Context: an optimization exercise on an open-source flow, tuned for small area, a short achievable clock period and few clock cycles. The choices shown serve that exercise and are no tape-out recipe.
In this exercise RTL edits were held to simulation tests only and were not proved equivalent to the original.
Power figures rest on the tool's default switching activity, not on a simulated workload.

==> flow/design.v <==
module denc (
  input  wire       clk,
  input  wire       rst,          
  input  wire       wr_en,
  input  wire       wr_sel,       
  input  wire [5:0] wr_addr,
  input  wire [7:0] wr_data,
  input  wire [6:0] nlen,
  input  wire       start,
  output wire       busy,
  output wire       done,
  output reg        err_cfg,
  output reg        err_busywr,
  input  wire [6:0] rd_idx,
  output wire [7:0] rd_cost,
  output wire [6:0] rd_trans,
  output wire [6:0] rd_toklen,
  output wire [1:0] rd_kind,
  output wire [5:0] rd_addr
);
  localparam [1:0] K_LIT = 2'd0, K_EXACT = 2'd2, K_APPROX = 2'd3;
  localparam [2:0] ST_IDLE   = 3'd0,
                   ST_DONE   = 3'd1,
                   ST_STEP   = 3'd2,    
                   ST_RUNLEN = 3'd3,    
                   ST_CAND   = 3'd4,    
                   ST_EXACT  = 3'd5,    
                   ST_COMMIT = 3'd6;
  reg [2:0] state;
  reg [7:0] ref_mem [0:63];
  reg [7:0] tgt_mem [0:63];
  reg [7:0] cost_mem   [0:64];
  reg [6:0] trans_mem  [0:63];
  reg [6:0] toklen_mem [0:63];
  reg [1:0] kind_mem   [0:63];
  reg [5:0] addr_mem   [0:63];
  reg [6:0] n;        
  reg [6:0] cur;      
  reg [5:0] j;        
  reg [6:0] p;        
  reg [6:0] k;        
  reg [6:0] d;        
  reg [6:0] bestm;
  reg [5:0] bestj;
  reg [7:0] c;
  reg [6:0] t;
  reg [6:0] w_toklen;
  reg [1:0] w_kind;
  reg [5:0] w_addr;
  wire running = (state != ST_IDLE) && (state != ST_DONE);
  assign busy = running;
  assign done = (state == ST_DONE);
  wire [5:0] i = cur[5:0] - 6'd1;    
  wire [6:0] rem_i = n - {1'b0, i};
  wire [6:0] rem_j = n - {1'b0, j};
  wire [6:0] lim   = (rem_i < rem_j) ? rem_i : rem_j;
  wire [6:0] pos    = (state == ST_RUNLEN) ? p : k;
  wire [5:0] ti     = i + pos[5:0];
  wire [5:0] rj     = j + pos[5:0];
  wire       bytes_eq = (tgt_mem[ti] == ref_mem[rj]);
  wire [6:0] ik        = {1'b0, i} + k;
  wire [7:0] cost_ik   = cost_mem[ik];
  wire [6:0] k_plus7   = k + 7'd7;
  wire [3:0] bm_bytes  = k_plus7[6:3];
  wire [6:0] asize     = 7'd3 + {3'd0, bm_bytes} + d;
  wire [8:0] s_approx  = {2'b0, asize} + {1'b0, cost_ik};
  wire [8:0] s_exact   = 9'd3 + {1'b0, cost_ik};
  wire [6:0] emax      = (bestm > 7'd63) ? 7'd63 : bestm;
  wire       last_j    = ({1'b0, j} == n - 7'd1);
  always @(posedge clk) begin
    if (rst) begin
      state      <= ST_IDLE;
      cur        <= 7'd0;
      err_cfg    <= 1'b0;
      err_busywr <= 1'b0;
    end else begin
      case (state)
        ST_IDLE, ST_DONE: begin
          if (wr_en) begin
            if (wr_sel) tgt_mem[wr_addr] <= wr_data;
            else        ref_mem[wr_addr] <= wr_data;
            state <= ST_IDLE;
          end else if (start) begin
            if (nlen > 7'd64) begin
              err_cfg <= 1'b1;
            end else begin
              n              <= nlen;
              cur            <= nlen;
              cost_mem[nlen] <= 8'd0;
              state          <= ST_STEP;
            end
          end
        end
        ST_STEP: begin
          if (cur == 7'd0) begin
            state <= ST_DONE;
          end else begin
            c        <= 8'd2 + cost_mem[cur];
            t        <= cur;
            w_toklen <= 7'd2;
            w_kind   <= K_LIT;
            w_addr   <= 6'd0;
            j        <= 6'd0;
            p        <= 7'd0;
            bestm    <= 7'd0;
            state    <= ST_RUNLEN;
          end
        end
        ST_RUNLEN: begin
          if (p < lim && bytes_eq) begin
            p <= p + 7'd1;
          end else begin
            if (p > bestm) begin
              bestm <= p;
              bestj <= j;
            end
            if (p == 7'd0) begin
              if (last_j) begin
                k     <= 7'd1;
                state <= ST_EXACT;
              end else begin
                j <= j + 6'd1;
                p <= 7'd0;
              end
            end else begin
              k     <= p;
              d     <= 7'd0;
              state <= ST_CAND;
            end
          end
        end
        ST_CAND: begin
          if (s_approx < {1'b0, c}) begin
            c        <= s_approx[7:0];
            t        <= ik;
            w_toklen <= asize;
            w_kind   <= K_APPROX;
            w_addr   <= j;
          end
          if (k == lim) begin
            if (last_j) begin
              k     <= 7'd1;
              state <= ST_EXACT;
            end else begin
              j     <= j + 6'd1;
              p     <= 7'd0;
              state <= ST_RUNLEN;
            end
          end else begin
            k <= k + 7'd1;
            d <= d + {6'd0, ~bytes_eq};
          end
        end
        ST_EXACT: begin
          if (k > emax) begin
            state <= ST_COMMIT;
          end else begin
            if (s_exact < {1'b0, c}) begin
              c        <= s_exact[7:0];
              t        <= ik;
              w_toklen <= 7'd3;
              w_kind   <= K_EXACT;
              w_addr   <= bestj;
            end
            if (k == emax) state <= ST_COMMIT;
            k <= k + 7'd1;
          end
        end
        ST_COMMIT: begin
          cost_mem[{1'b0, i}] <= c;
          trans_mem[i]  <= t;
          toklen_mem[i] <= w_toklen;
          kind_mem[i]   <= w_kind;
          addr_mem[i]   <= w_addr;
          cur           <= {1'b0, i};
          state         <= ST_STEP;
        end
        default: state <= ST_IDLE;
      endcase
      if (running && (wr_en || start))
        err_busywr <= 1'b1;
    end
  end
  wire in_tab  = ~rd_idx[6];
  wire in_cost = (rd_idx <= 7'd64);
  assign rd_cost   = in_cost ? cost_mem[rd_idx] : 8'd0;
  assign rd_trans  = in_tab ? trans_mem[rd_idx[5:0]]  : 7'd0;
  assign rd_toklen = in_tab ? toklen_mem[rd_idx[5:0]] : 7'd0;
  assign rd_kind   = in_tab ? kind_mem[rd_idx[5:0]]   : 2'd0;
  assign rd_addr   = in_tab ? addr_mem[rd_idx[5:0]]   : 6'd0;
endmodule
==> flow/run.sh <==
#!/bin/bash
# synth_recipe.tcl (not shown) runs the flow's synth.tcl, then flattens the netlist and writes it again
# the make line also repeats each setting of config.mk as NAME=value (left out here)
make -C /OpenROAD-flow-scripts/flow DESIGN_CONFIG=/design/flow/config.mk WORK_HOME=/design/flow/orfs CLKGATE_MAP_FILE= SYNTH_SCRIPT=/design/flow/synth_recipe.tcl finish
==> flow/config.mk <==
export PLATFORM = sky130hd
export DESIGN_NAME = denc
export DESIGN_NICKNAME = denc
export VERILOG_FILES = /design/flow/design.v
export SDC_FILE = /design/flow/constraint.sdc
export NUM_CORES = 4
export LEC_CHECK = 0
export CAP_MARGIN = 20
export CORE_MARGIN = 2
export CORE_UTILIZATION = 40
export SLEW_MARGIN = 20
==> flow/constraint.sdc <==
create_clock -name core_clock -period 10.0 [get_ports {clk}]
set_input_delay 2.0000 -clock core_clock [delete_from_list [all_inputs] [get_ports {clk}]]
set_output_delay 2.0000 -clock core_clock [all_outputs]
set_load 0.01 [all_outputs]
==> results.txt <==
==> metal layers <==
metal	wire, um	vias to the layer above
met5	23	-
met4	10930	4
met3	28080	545
met2	163700	3068
met1	139600	35540
li1	-	26240
==> per-stage QoR <==
step | worst slack (ps) | instance area [um2] | instances | hold slack, ps
2_1_floorplan | 2036 | 129600 | 6029 | 455.0
3_3_place_gp | 1419 | 136800 | 10290 | 437.9
3_5_place_dp | 1311 | 136800 | 10290 | 440.3
4_1_cts | 1313 | 147200 | 10890 | 451.5
5_1_grt | 804.7 | 147300 | 10900 | 478.1
6_report | 1279 | 147300 | 10900 | 445.9
==> worst max path at each step <==
| stage | start | end | slack [ps] | depth (start not counted) |
|---|---|---|---|---|
| final | cur[0]$_SDFFE_PP0P_ | w_toklen[3]$_DFFE_PP_ | 1280 | 25 |
| after global placement | cur[0]$_SDFFE_PP0P_ | w_kind[1]$_DFFE_PP_ | 1420 | 25 |
| after floorplan | cur[0]$_SDFFE_PP0P_ | c[0]$_DFFE_PP_ | 2040 | 26 |
| after global routing | cur[0]$_SDFFE_PP0P_ | w_kind[0]$_DFFE_PP_ | 800 | 25 |
| after CTS | cur[0]$_SDFFE_PP0P_ | w_kind[0]$_DFFE_PP_ | 1310 | 25 |
| after detailed placement | cur[0]$_SDFFE_PP0P_ | w_toklen[6]$_DFFE_PP_ | 1310 | 25 |
==> cells by family after synthesis <==
| family | synth area share |
|---|---|
| other | 0.00002893 |
| XOR/XNOR | 0.005975 |
| adder cells (fa/ha/maj) | 0.01035 |
| AND/OR/NAND/NOR | 0.02412 |
| multiplexers | 0.2294 |
| buffers and inverters | 0.01298 |
| flip-flops | 0.7047 |
| AO/OA/AOI/OAI | 0.01245 |
==> cell usage after synthesis (10+ instances only) <==
cell      number
or3_1         11
nor2_1       350
nand2_1      142
a21boi_0      10
mux2i_1      181
edfxtp_1    3029
a211oi_1      14
buf_1         64
and2_1        13
mux4_2      1231
nand3_1       36
dfxtp_1       19
inv_1         84
nor3_1        16
o22ai_1       12
o21ai_0       55
xnor2_1       52
nand3b_1      14
ha_1          96
nand2b_1      12
nor2b_1       43
clkbuf_1     227
mux2_2        16
a21o_1        29
a21oi_1       49
xor2_1        27
and3_1        14
buf_2         46
nand4_1       10
==> registers in the layout, indices dropped and copies added (netlist names), 7 cells and up, named ones only <==
register / cells
addr_mem: 384
bestm: 7
c: 8
cost_mem: 520
cur: 7
d: 7
k: 7
kind_mem: 128
n: 7
p: 7
ref_mem: 512
t: 7
tgt_mem: 512
toklen_mem: 448
trans_mem: 448
w_toklen: 7
==> cell type report <==
class	instances	area, um2
clock buffers	408	8667
clock inverters	190	1724
inverters	85	319.1
flip-flops and latches	3048	91350
multi-input cells	2555	37240
diodes	8	20.02
well taps	4325	5411
repair buffers	282	2616
fillers	27000	175900
==> report_power, final <==
part / leakage (nW) / internal, W / switching (W)
clock: 5.04 / 0.00675 / 0.00504
combinational: 13.5 / 0.00338 / 0.00493
sequential: 28.3 / 0.0145 / 0.000103
total: 46.8 / 0.0246 / 0.0101
==> worst register-to-register path, cell delays in order, from the launching register on <==
cell and delay, ps:
dfxtp_1 510, inv_1 270, ha_1 320, xor2_1 580
ha_1 460, xnor2_4 170, buf_4 580, mux4_2 620
mux4_2 470, mux2i_1 410, mux2i_1 210, mux2i_1 490
inv_1 100, ha_1 250, fa_1 480, a21oi_1 150
nor2_1 60, nor2_1 170, o21bai_1 90, a21oi_1 240
xnor2_1 180, ha_1 260, nor2b_1 120, o21ai_0 190
a31oi_1 170, o22ai_4 800
==> results.txt <==
----------------------------------------------------
[Status]
  Outcome ... finished clean

[Final layout]
  Fraction of the core area covered by cells at the end of the flow ... 0.4559
  Fraction of layout cells with a size suffix above 1 ... 0.3111
  Area growth, synth to finish ... 13.67%
  Post-layout nets ... between 6,000 and 7,000
  Most common cell after layout, fill and taps aside ... edfxtp_1
  Commonest non-fill, non-tap cells in the layout ... edfxtp_1, mux4_2, clkbuf_16, nor2_1, buf_4

[Synthesis]
  Dominant register cell in the synthesized netlist ... edfxtp_1
  Share of flip-flops with an asynchronous set or reset ... 0
  Cell count after synthesis ... ~6,000
  Dominant cell type by area after synthesis ... edfxtp_1
  Number of distinct standard cells referenced by the synthesized netlist ... 74
  Biggest area contributors in the synthesized netlist ... edfxtp_1, mux4_2, mux2i_1
  Count of warnings emitted by yosys ... 1
  Net Count, Synth ... slightly above 6,000
  Seq/Total Area, Yosys ... 0.7047
  Mean post-synth cell area ... roughly 21 um2
  Flip-flop and latch count after synthesis ... around 3,000
  Syn Std Cell Area ... 129,600 um2
  Count of flip-flops with a built-in enable after synthesis ... 3,029
  Area share of the largest cell type after synthesis ... 0.7017

[Clock network]
  Hold-fix buffers, CTS ... 0
  Post-cts gate resize count ... 0
  Clock tree from TritonCTS ... done
  Clock Latency Late Sink ... 950 ps
  Clock root buffer ... clkbuf_16
  Clock Pin Slew Worst Setup and Hold Paths ... 70 ps
  Setup fix buffers added after clock tree synthesis ... 0
  Number of clock sinks ... 3,048
  CTS H-tree depth ... 5
  CTS max path bufs ... 4
  Number of buffers created by CTS ... 331

[Worst setup path]
  Critical path peak fanout ... 30
  Most frequent cell on the critical path ... ha_1
  Cell at the slowest stage of the critical path ... o22ai_4
  Worst EP required ... around 10,000 ps
  Critical Path End Type ... flip-flop
  CP startpoint kind ... flip-flop
  Launch instance of the worst register-to-register path ... cur[0]$_SDFFE_PP0P_
  Slowest cell delay on critical path ... 800 ps
  Worst path top cell family by delay ... multiplexers
  End of the worst register-to-register path ... w_toklen[3]$_DFFE_PP_
  Reg-to-reg slack, setup ... 1280 ps
  Number of cells on the worst reg-to-reg path ... 25
  Worst endpoint data arrival time ... 9210 ps
  CP bufs+invs ... 3
  Setup Crit Path Kind ... reg -> reg

[Floorplan]
  Chip Width ... 573.3 um
  Row count ... 209
  Starting density of the core ... 0.4010
  Height of the die ... between 500 and 600 um
  Die Area ... 328,600 um2
  Core Footprint ... 323,200 um2
  Io pins ... 67

[Power]
  Static power due to leakage ... 46.82 nW
  Total power after layout ... between 0.03 and 0.04 W
  Pwr Density ... 235.3 nW/um2
  Highest ir drop seen on vdd ... approximately 0.22 mV

[Route]
  Total DRC errors in the routed layout ... 0
  Vias ... 65,400
  Number of search-and-repair iterations in the first detailed-routing pass ... 6
  Wire per inst ... 31.40 um
  Post-route ant nets ... 0
  Final wirelength ... 342,300 um
  Ratio of routed vias to standard cells ... 5.999
  1st-iter DRT viols ... 8,105

[Job]
  Max-cap violations ... 0

[Worst hold path]
  Source of the worst hold timing path ... err_busywr$_SDFFE_PP0P_
  Endpoint of the worst hold path ... err_busywr$_SDFFE_PP0P_
  Min-Delay Path Depth ... 2
  Class of the tightest hold or removal check ... reg -> reg

[Global route]
  Global routing met2 resource utilization ... 0.3264
  Largest net degree at the start of global routing ... 101
  Wire length of the first global-routing pass ... 489,600 um
  Met1 Resource Use GR ... 0.2913
  Overall overflow remaining after global route ... 0
  Busiest layer in global routing ... met2
  Global-route total usage across every layer ... 0.2055
  Via count of the first global-routing pass ... 66,370
  Fraction of met3 tracks used by global routing ... 0.03608
  Initial antenna violation count ... 18

[STA]
  Number of max-slew violations in the final report ... 0
  Final Hold Fails ... 0
  Final setup TNS ... 0 ps
  Share of the clock period used by the worst path ... 0.8721
  Final number of setup-violating endpoints ... 0
  Final setup skew ... 109.3 ps
  Highest attainable clock frequency ... 114.7 MHz
  Post-route minimum period ... 8721 ps
  Max transition margin ... 0.2423
  Least-Margin Pin Slew ... 1134 ps
  RSZ-0062 raised after global routing ... no

[Placed design]
  Port bufs ... 66
  Detail Placement HPWL ... 202,600 um
  Placer Congestion ... 0.8743

----------------------------------------------------
Testbench counts, summed over its fixed seeds: cycles 1,034,349.

-- afterwards: timing with drivers on the ports --
How much do the figures lean on ideal ports? The routed layout below was timed once more, with nothing changed but the port constraints. Step 1 assumes that a clkbuf_16 drives the clock port and a buf_2 every other input. Step 2 adds t to the input delays and takes it off the output delays; t is the mean of the earliest and latest rising clock arrival at the registers after step 1. Input paths then give back, and output paths get back, about the clock's delay inside the block. Slacks: ideal / step 1 / step 2; pairs: ideal / step 1.
t (ns): 0.985
setup slack, ns: 1.279 / 1.279 / 1.279
worst setup path at the end: register to register
worst data-port slew with drivers (ns): 0.19
cell pins on the clock port's net: 1
After both steps setup and hold are still met in this run. For this run, drivers alone change the setup slack by 0.000 ns; drivers and shift together by 0.000 ns.
